Background: an optimization exercise with open tools, aiming at small area, a short achievable clock period and few clock cycles. Do not read the settings as production practice. Power figures rest on the tool's default switching activity, not on a simulated workload.

==> wip/umber: inputs <==
==> flow/design.v <==
module vad_unit (
    input  wire        clk,
    input  wire        rst,           
    input  wire        cmd_valid,
    output wire        cmd_ready,
    input  wire [1:0]  cmd_op,        
    input  wire [31:0] cmd_arg,       
    input  wire [31:0] cmd_blen,      
    input  wire        s_valid,
    output wire        s_ready,
    input  wire [31:0] s_data,
    output wire        iv_valid,
    input  wire        iv_ready,
    output wire [15:0] iv_data,
    output wire        iv_last,
    output wire [1:0]  iv_mode,
    output wire        iv_reset,
    input  wire        vd_valid,
    input  wire [1:0]  vd_code,
    output wire        done,
    output wire [31:0] result,
    output wire        rate_reject,
    output wire [31:0] hist_err,
    output wire [31:0] hist_sil,
    output wire [31:0] hist_voice,
    output wire [31:0] hist_noise,
    output wire [31:0] vad_rate,
    output wire [10:0] vad_flen,
    output wire [10:0] vad_off,
    output wire [1:0]  vad_mode
);
    localparam [1:0] OP_INIT    = 2'd1;
    localparam [1:0] OP_SETMODE = 2'd2;
    localparam [1:0] OP_PROCESS = 2'd3;
    localparam [1:0] V_SIL   = 2'd0;
    localparam [1:0] V_VOICE = 2'd1;
    localparam [1:0] V_NOISE = 2'd2;
    localparam HW = 23;               
    reg        crdy;                  
    reg        acc_q;                 
    reg [1:0]  op_q;
    reg        ok_q;                  
    reg [1:0]  rc_q;                  
    reg        le3_q;                 
    reg [1:0]  lo_q;                  
    reg        locked;
    reg [1:0]  code;                  
    reg [1:0]  mode_c;
    reg        r_all;                 
    reg        res0;                  
    reg        rrej_c;
    reg [10:0] off_c;
    reg [HW-1:0] hc_e, hc_s, hc_v, hc_n;
    reg        done_q;
    reg        ivrst_q;
    reg        run;
    reg [29:0] rem;                   
    reg [10:0] off_w;                 
    reg        nl;                    
    reg        pend;                  
    reg [HW-1:0] hw_e, hw_s, hw_v, hw_n;
    reg        sr;                    
    reg        av;                    
    reg        a_s;                   
    reg [4:0]  a_j;                   
    reg [14:0] a_m;                   
    reg        a_z;                   
    reg        a_c;                   
    reg        a_l;
    reg        bv;                    
    reg [15:0] b_t;
    reg        b_s;
    reg        b_l;
    reg        ivv;                   
    reg [15:0] ivd;
    reg        ivl;
    reg        skv;                   
    reg [15:0] skd;
    reg        skl;
    reg        vdv_q;
    reg [1:0]  vdc_q;
    reg        fin_q;                 
    wire        hi0    = (cmd_arg[31:16] == 16'd0);
    wire        is8k   = hi0 && (cmd_arg[15:0] == 16'd8000);
    wire        is16k  = hi0 && (cmd_arg[15:0] == 16'd16000);
    wire        is32k  = hi0 && (cmd_arg[15:0] == 16'd32000);
    wire        is48k  = hi0 && (cmd_arg[15:0] == 16'd48000);
    wire        accept = cmd_valid && crdy;
    wire        ex_init = acc_q && (op_q == OP_INIT);
    wire        ex_mode = acc_q && (op_q == OP_SETMODE);
    wire        ex_proc = acc_q && (op_q == OP_PROCESS);
    wire        pass    = ok_q && (!locked || (rc_q == code));
    wire        start   = ex_proc && pass;
    wire        rfail   = ex_proc && !pass;
    reg [10:0] flen_m2;               
    always @(*) begin
        case (code)
            2'd0:    flen_m2 = 11'd238;
            2'd1:    flen_m2 = 11'd478;
            2'd2:    flen_m2 = 11'd958;
            default: flen_m2 = 11'd1438;
        endcase
    end
    wire take = s_valid && sr;
    wire pop   = ivv && iv_ready;
    wire bpush = bv && !skv;
    wire amove = av && (!bv || bpush);
    wire av_n  = take || (av && !amove);
    wire bv_n  = amove || (bv && !bpush);
    wire skv_n = skv ? !pop : (bpush && ivv && !pop);
    wire ivv_n = skv || bpush || (ivv && !pop);
    wire [7:0]  s_e   = s_data[30:23];
    wire        s_nan = (s_e == 8'hFF) && (s_data[22:0] != 23'd0);
    wire        s_z   = s_nan || (s_e < 8'd110);
    wire        s_c   = !s_nan && ((s_e >= 8'd127) ||
                                   (s_e == 8'd126 && s_data[22:8] == 15'h7FFF));
    wire [4:0]  s_j   = 5'd30 - s_e[4:0];         
    wire [15:0] qsh = {1'b1, a_m} >> a_j;
    wire [15:0] qt  = a_z ? 16'd0 : a_c ? 16'hFFFE : qsh;
    wire [16:0] qsum = {b_s, b_t ^ {16{b_s}}} + 17'd1;
    wire [15:0] qd   = qsum[16:1];
    wire rem_ge1 = (rem != 30'd0);
    wire rem_ge2 = (rem[29:1] != 29'd0);
    wire rem_ge3 = (rem[29:2] != 28'd0) || (rem[1] && rem[0]);
    wire fin = run && !rem_ge1 && !bv && !ivv && !pend && !vdv_q;
    wire [27:0] vx   = {5'd0, hw_v};
    wire [27:0] vy   = ~{3'd0, hw_s, 2'd0};
    wire [27:0] vz   = ~{3'd0, hw_n, 2'd0};
    wire [27:0] vsum = vx ^ vy ^ vz;
    wire [27:0] vcar = {(vx[26:0] & vy[26:0]) | (vx[26:0] & vz[26:0]) |
                        (vy[26:0] & vz[26:0]), 1'b1};
    wire [13:0] vlo  = {1'b0, vsum[12:0]} + {1'b0, vcar[12:0]} + 14'd1;
    reg         vc13;
    wire [14:0] vhi  = {1'b0, vsum[27:13]} + {1'b0, vcar[27:13]} + {14'd0, vc13};
    wire        d_all = (hw_e != {HW{1'b0}});
    wire        d_one = !d_all && (hw_v != {HW{1'b0}}) && !vhi[14];
    wire g1      = amove ? rem_ge2 : rem_ge1;
    wire g2      = amove ? rem_ge3 : rem_ge2;
    wire more    = av_n ? g2 : g1;
    wire full_n  = av_n && bv_n && skv_n;
    wire nl_n    = take ? (!nl && (off_w == flen_m2)) : nl;
    wire pend_n  = (pend && !vdv_q) || (take && nl);
    wire run_n   = start || (run && !fin);
    wire sr_n    = run_n && more && !full_n && !(pend_n && nl_n);
    wire clr_w = rst || ex_init || rfail || start;
    wire hld   = rst || ex_init || rfail || fin_q;
    wire [HW-1:0] hw_e_n = clr_w ? {HW{1'b0}} : hw_e + (vdv_q && vdc_q == 2'd3);
    wire [HW-1:0] hw_s_n = clr_w ? {HW{1'b0}} : hw_s + (vdv_q && vdc_q == V_SIL);
    wire [HW-1:0] hw_v_n = clr_w ? {HW{1'b0}} : hw_v + (vdv_q && vdc_q == V_VOICE);
    wire [HW-1:0] hw_n_n = clr_w ? {HW{1'b0}} : hw_n + (vdv_q && vdc_q == V_NOISE);
    always @(posedge clk) begin
        hw_e <= hw_e_n;
        hw_s <= hw_s_n;
        hw_v <= hw_v_n;
        hw_n <= hw_n_n;
        if (hld) begin
            hc_e <= hw_e_n;
            hc_s <= hw_s_n;
            hc_v <= hw_v_n;
            hc_n <= hw_n_n;
        end
        vc13 <= vlo[13];
    end
    always @(posedge clk) begin
        acc_q <= accept;
        op_q  <= cmd_op;
        ok_q  <= is8k || is16k || is32k || is48k;
        rc_q  <= {is32k || is48k, is16k || is48k};
        le3_q <= (cmd_arg[31:2] == 30'd0);
        lo_q  <= cmd_arg[1:0];
        if (!av || amove) begin
            a_s <= s_data[31];
            a_j <= s_j;
            a_m <= s_data[22:8];
            a_z <= s_z;
            a_c <= s_c;
            a_l <= nl;
        end
        if (amove) begin
            b_t <= qt;
            b_s <= a_s;
            b_l <= a_l;
        end
        if (skv ? pop : (!ivv || pop)) begin
            ivd <= skv ? skd : qd;
            ivl <= skv ? skl : b_l;
        end
        if (!skv && ivv && !pop) begin
            skd <= qd;
            skl <= b_l;
        end
        if (crdy)
            rem <= cmd_blen[31:2];
        else if (amove)
            rem <= rem - 30'd1;
        if (rst) begin
            crdy    <= 1'b1;
            acc_q   <= 1'b0;
            locked  <= 1'b0;
            code    <= 2'd0;
            mode_c  <= 2'd0;
            r_all   <= 1'b0;
            res0    <= 1'b0;
            rrej_c  <= 1'b0;
            off_c   <= 11'd0;
            done_q  <= 1'b0;
            ivrst_q <= 1'b0;
            run     <= 1'b0;
            off_w   <= 11'd0;
            nl      <= 1'b0;
            pend    <= 1'b0;
            sr      <= 1'b0;
            vdv_q   <= 1'b0;
            fin_q   <= 1'b0;
            av      <= 1'b0;
            bv      <= 1'b0;
            ivv     <= 1'b0;
            skv     <= 1'b0;
        end else begin
            av  <= av_n;
            bv  <= bv_n;
            ivv <= ivv_n;
            skv <= skv_n;
            sr  <= sr_n;
            run <= run_n;
            nl  <= nl_n;
            pend <= pend_n;
            if (take)
                off_w <= nl ? 11'd0 : off_w + 11'd1;
            vdv_q   <= vd_valid;
            vdc_q   <= vd_code;
            fin_q   <= fin;
            done_q  <= ex_init || ex_mode || rfail || fin_q;
            ivrst_q <= ex_init;
            if (accept)
                crdy <= 1'b0;
            else if (ex_init || ex_mode || rfail || fin_q)
                crdy <= 1'b1;
            if (ex_init) begin
                locked <= 1'b0;
                mode_c <= 2'd0;
                off_c  <= 11'd0;
                off_w  <= 11'd0;
                nl     <= 1'b0;
                r_all  <= 1'b0;
                res0   <= 1'b1;
                rrej_c <= 1'b0;
            end
            if (ex_mode) begin
                if (le3_q) mode_c <= lo_q;
                r_all  <= 1'b0;
                res0   <= le3_q;
                rrej_c <= 1'b0;
            end
            if (rfail) begin
                r_all  <= 1'b1;
                res0   <= 1'b1;
                rrej_c <= 1'b1;
            end
            if (start) begin
                code <= rc_q;
            end
            if (fin_q) begin
                locked <= 1'b1;
                off_c  <= off_w;
                r_all  <= d_all;
                res0   <= d_all || d_one;
                rrej_c <= 1'b0;
            end
        end
    end
    reg [31:0] rate_o;
    reg [10:0] flen_o;
    always @(*) begin
        case (code)
            2'd0:    begin rate_o = 32'd8000;  flen_o = 11'd240;  end
            2'd1:    begin rate_o = 32'd16000; flen_o = 11'd480;  end
            2'd2:    begin rate_o = 32'd32000; flen_o = 11'd960;  end
            default: begin rate_o = 32'd48000; flen_o = 11'd1440; end
        endcase
    end
    assign cmd_ready   = crdy;
    assign s_ready     = sr;
    assign iv_valid    = ivv;
    assign iv_data     = ivd;
    assign iv_last     = ivl;
    assign iv_mode     = mode_c;
    assign iv_reset    = ivrst_q;
    assign done        = done_q;
    assign result      = {{31{r_all}}, res0};
    assign rate_reject = rrej_c;
    assign hist_err    = {{(32-HW){1'b0}}, hc_e};
    assign hist_sil    = {{(32-HW){1'b0}}, hc_s};
    assign hist_voice  = {{(32-HW){1'b0}}, hc_v};
    assign hist_noise  = {{(32-HW){1'b0}}, hc_n};
    assign vad_rate    = locked ? rate_o : 32'd0;
    assign vad_flen    = locked ? flen_o : 11'd0;
    assign vad_off     = off_c;
    assign vad_mode    = mode_c;
endmodule
==> flow/flow/run.sh <==
#!/bin/bash
set -euo pipefail
SETUP_MARGIN=${SETUP_MARGIN:-5.0}
bash standard.sh \
    "BUFFER_PORTS_ARGS=-buffer_cell sky130_fd_sc_hd__buf_2" \
    "SETUP_SLACK_MARGIN=${SETUP_MARGIN}" \
    finish > flow_make.log 2>&1
test -f out/final.def
==> flow/standard.sh <==
#!/bin/bash
# synth_recipe.tcl (not shown) runs the flow's synth.tcl, then flattens the netlist and writes it again
# the make line also repeats each setting of config.mk as NAME=value (left out here)
make -C /OpenROAD-flow-scripts/flow DESIGN_CONFIG=/design/flow/config.mk WORK_HOME=/design/flow/orfs CLKGATE_MAP_FILE= SYNTH_SCRIPT=/design/flow/synth_recipe.tcl "${@:-finish}"
==> flow/config.mk <==
export PLATFORM = sky130hd
export DESIGN_NAME = vad_unit
export DESIGN_NICKNAME = vad_unit
export VERILOG_FILES = /design/flow/design.v
export SDC_FILE = /design/flow/constraint.sdc
export NUM_CORES = 4
export LEC_CHECK = 0
export CAP_MARGIN = 20
export CORE_MARGIN = 2
export CORE_UTILIZATION = 40
export SLEW_MARGIN = 20
==> flow/constraint.sdc <==
create_clock -name core_clock -period 8.0 [get_ports {clk}]
set_input_delay 1.6000 -clock core_clock [delete_from_list [all_inputs] [get_ports {clk}]]
set_output_delay 1.6000 -clock core_clock [all_outputs]
set_load 0.01 [all_outputs]
==> wip/tundra: changes against wip/umber <==
--- a/flow/design.v
+++ b/flow/design.v
@@ -47,7 +47,7 @@
     reg [1:0]  code;                  
     reg [1:0]  mode_c;
     reg        r_all;                 
-    reg        res0;                  
+    reg        r_one;                 
     reg        rrej_c;
     reg [10:0] off_c;
     reg [HW-1:0] hc_e, hc_s, hc_v, hc_n;
@@ -123,17 +123,10 @@
     wire rem_ge2 = (rem[29:1] != 29'd0);
     wire rem_ge3 = (rem[29:2] != 28'd0) || (rem[1] && rem[0]);
     wire fin = run && !rem_ge1 && !bv && !ivv && !pend && !vdv_q;
-    wire [27:0] vx   = {5'd0, hw_v};
-    wire [27:0] vy   = ~{3'd0, hw_s, 2'd0};
-    wire [27:0] vz   = ~{3'd0, hw_n, 2'd0};
-    wire [27:0] vsum = vx ^ vy ^ vz;
-    wire [27:0] vcar = {(vx[26:0] & vy[26:0]) | (vx[26:0] & vz[26:0]) |
-                        (vy[26:0] & vz[26:0]), 1'b1};
-    wire [13:0] vlo  = {1'b0, vsum[12:0]} + {1'b0, vcar[12:0]} + 14'd1;
-    reg         vc13;
-    wire [14:0] vhi  = {1'b0, vsum[27:13]} + {1'b0, vcar[27:13]} + {14'd0, vc13};
-    wire        d_all = (hw_e != {HW{1'b0}});
-    wire        d_one = !d_all && (hw_v != {HW{1'b0}}) && !vhi[14];
+    wire signed [26:0] vdiff = $signed({4'd0, hw_v}) - $signed({2'd0, hw_s, 2'd0})
+                                                     - $signed({2'd0, hw_n, 2'd0});
+    wire          d_all = (hw_e != {HW{1'b0}});
+    wire          d_one = !d_all && (hw_v != {HW{1'b0}}) && !vdiff[26];
     wire g1      = amove ? rem_ge2 : rem_ge1;
     wire g2      = amove ? rem_ge3 : rem_ge2;
     wire more    = av_n ? g2 : g1;
@@ -142,25 +135,6 @@
     wire pend_n  = (pend && !vdv_q) || (take && nl);
     wire run_n   = start || (run && !fin);
     wire sr_n    = run_n && more && !full_n && !(pend_n && nl_n);
-    wire clr_w = rst || ex_init || rfail || start;
-    wire hld   = rst || ex_init || rfail || fin_q;
-    wire [HW-1:0] hw_e_n = clr_w ? {HW{1'b0}} : hw_e + (vdv_q && vdc_q == 2'd3);
-    wire [HW-1:0] hw_s_n = clr_w ? {HW{1'b0}} : hw_s + (vdv_q && vdc_q == V_SIL);
-    wire [HW-1:0] hw_v_n = clr_w ? {HW{1'b0}} : hw_v + (vdv_q && vdc_q == V_VOICE);
-    wire [HW-1:0] hw_n_n = clr_w ? {HW{1'b0}} : hw_n + (vdv_q && vdc_q == V_NOISE);
-    always @(posedge clk) begin
-        hw_e <= hw_e_n;
-        hw_s <= hw_s_n;
-        hw_v <= hw_v_n;
-        hw_n <= hw_n_n;
-        if (hld) begin
-            hc_e <= hw_e_n;
-            hc_s <= hw_s_n;
-            hc_v <= hw_v_n;
-            hc_n <= hw_n_n;
-        end
-        vc13 <= vlo[13];
-    end
     always @(posedge clk) begin
         acc_q <= accept;
         op_q  <= cmd_op;
@@ -200,15 +174,23 @@
             code    <= 2'd0;
             mode_c  <= 2'd0;
             r_all   <= 1'b0;
-            res0    <= 1'b0;
+            r_one   <= 1'b0;
             rrej_c  <= 1'b0;
             off_c   <= 11'd0;
+            hc_e    <= {HW{1'b0}};
+            hc_s    <= {HW{1'b0}};
+            hc_v    <= {HW{1'b0}};
+            hc_n    <= {HW{1'b0}};
             done_q  <= 1'b0;
             ivrst_q <= 1'b0;
             run     <= 1'b0;
             off_w   <= 11'd0;
             nl      <= 1'b0;
             pend    <= 1'b0;
+            hw_e    <= {HW{1'b0}};
+            hw_s    <= {HW{1'b0}};
+            hw_v    <= {HW{1'b0}};
+            hw_n    <= {HW{1'b0}};
             sr      <= 1'b0;
             vdv_q   <= 1'b0;
             fin_q   <= 1'b0;
@@ -227,6 +209,14 @@
             pend <= pend_n;
             if (take)
                 off_w <= nl ? 11'd0 : off_w + 11'd1;
+            if (vdv_q) begin
+                case (vdc_q)
+                    V_SIL:   hw_s <= hw_s + 1'b1;
+                    V_VOICE: hw_v <= hw_v + 1'b1;
+                    V_NOISE: hw_n <= hw_n + 1'b1;
+                    default: hw_e <= hw_e + 1'b1;
+                endcase
+            end
             vdv_q   <= vd_valid;
             vdc_q   <= vd_code;
             fin_q   <= fin;
@@ -242,29 +232,45 @@
                 off_c  <= 11'd0;
                 off_w  <= 11'd0;
                 nl     <= 1'b0;
+                hc_e   <= {HW{1'b0}};
+                hc_s   <= {HW{1'b0}};
+                hc_v   <= {HW{1'b0}};
+                hc_n   <= {HW{1'b0}};
                 r_all  <= 1'b0;
-                res0   <= 1'b1;
+                r_one  <= 1'b1;
                 rrej_c <= 1'b0;
             end
             if (ex_mode) begin
                 if (le3_q) mode_c <= lo_q;
                 r_all  <= 1'b0;
-                res0   <= le3_q;
+                r_one  <= le3_q;
                 rrej_c <= 1'b0;
             end
             if (rfail) begin
+                hc_e   <= {HW{1'b0}};
+                hc_s   <= {HW{1'b0}};
+                hc_v   <= {HW{1'b0}};
+                hc_n   <= {HW{1'b0}};
                 r_all  <= 1'b1;
-                res0   <= 1'b1;
+                r_one  <= 1'b0;
                 rrej_c <= 1'b1;
             end
             if (start) begin
                 code <= rc_q;
+                hw_e <= {HW{1'b0}};
+                hw_s <= {HW{1'b0}};
+                hw_v <= {HW{1'b0}};
+                hw_n <= {HW{1'b0}};
             end
             if (fin_q) begin
                 locked <= 1'b1;
                 off_c  <= off_w;
+                hc_e   <= hw_e;
+                hc_s   <= hw_s;
+                hc_v   <= hw_v;
+                hc_n   <= hw_n;
                 r_all  <= d_all;
-                res0   <= d_all || d_one;
+                r_one  <= d_one;
                 rrej_c <= 1'b0;
             end
         end
@@ -287,7 +293,7 @@
     assign iv_mode     = mode_c;
     assign iv_reset    = ivrst_q;
     assign done        = done_q;
-    assign result      = {{31{r_all}}, res0};
+    assign result      = {{31{r_all}}, r_all | r_one};
     assign rate_reject = rrej_c;
     assign hist_err    = {{(32-HW){1'b0}}, hc_e};
     assign hist_sil    = {{(32-HW){1'b0}}, hc_s};
==> flow/run.sh (new file) <==
#!/bin/bash
# synth_recipe.tcl (not shown) runs the flow's synth.tcl, then flattens the netlist and writes it again
# the make line also repeats each setting of config.mk as NAME=value (left out here)
make -C /OpenROAD-flow-scripts/flow DESIGN_CONFIG=/design/flow/config.mk WORK_HOME=/design/flow/orfs CLKGATE_MAP_FILE= SYNTH_SCRIPT=/design/flow/synth_recipe.tcl finish
removed: flow/flow/run.sh
removed: flow/standard.sh
==> impl_metrics.yaml <==
outcome:
  status: "timing/DRC/antenna clean"
floorplanning:
  tapCellCount: 532
  start_util_pct: 40.6
power:
  peakVddDrop_v: 0.000138
timing:
  post-route-period-util_pct: 37.2
logic_synthesis:
  synth-simple-area-share_pct: 15.6
drt:
  drt-initial-drc-count: 624
  wl_per_cell_um: 16.8
  vias_per_cell: 5.01
placed_design:
  place_congestion: 0.875
layout:
  nMultiInputCombCells: 1003
Source of the figures above: wip/umber

==> impl_metrics.yaml <==
outcome:
  status: "timing/DRC/antenna clean"
drt:
  drt-initial-drc-count: 578
  wl_per_cell_um: 16.2
  vias_per_cell: 5.08
floorplanning:
  tapCellCount: 546
  start_util_pct: 40.2
layout:
  nMultiInputCombCells: 1255
timing:
  post-route-period-util_pct: 54.4
Source of the figures above: wip/tundra

No functional check of the RTL was part of any run of this note.

port drivers added, routing unchanged:
How much do the figures lean on ideal ports? The routed layouts below were timed once more, with nothing changed but the port constraints. Step 1 (the two cells are an assumption about what drives the block):
set clk [get_ports {clk}]
set_driving_cell -lib_cell sky130_fd_sc_hd__clkbuf_16 $clk
set_driving_cell -lib_cell sky130_fd_sc_hd__buf_2 [delete_from_list [all_inputs] $clk]
Step 2 moves the port delays by t, midway between the first and last clock arrival at a register: inputs arrive t later, outputs are due t later. That takes back most of the time a late clock gives input paths. Three values: ideal ports, drivers, drivers and shift; two values: the first two.
| run | t, ns | slack for setup (ns) | worst hold slack (ns) | worst data-port slew with drivers (ns) |
|---|---|---|---|---|
| wip/umber | 0.602 | 5.025 / 4.970 / 4.581 | 0.421 / 0.421 / 0.421 | 0.09 |
| wip/tundra | 0.595 | 3.652 / 3.652 / 3.652 | 0.416 / 0.416 / 0.416 | 0.08 |
After both steps every run listed still meets setup and hold. For wip/umber, which loses most, drivers alone change the setup slack by -0.055 ns; drivers and shift together by -0.444 ns.
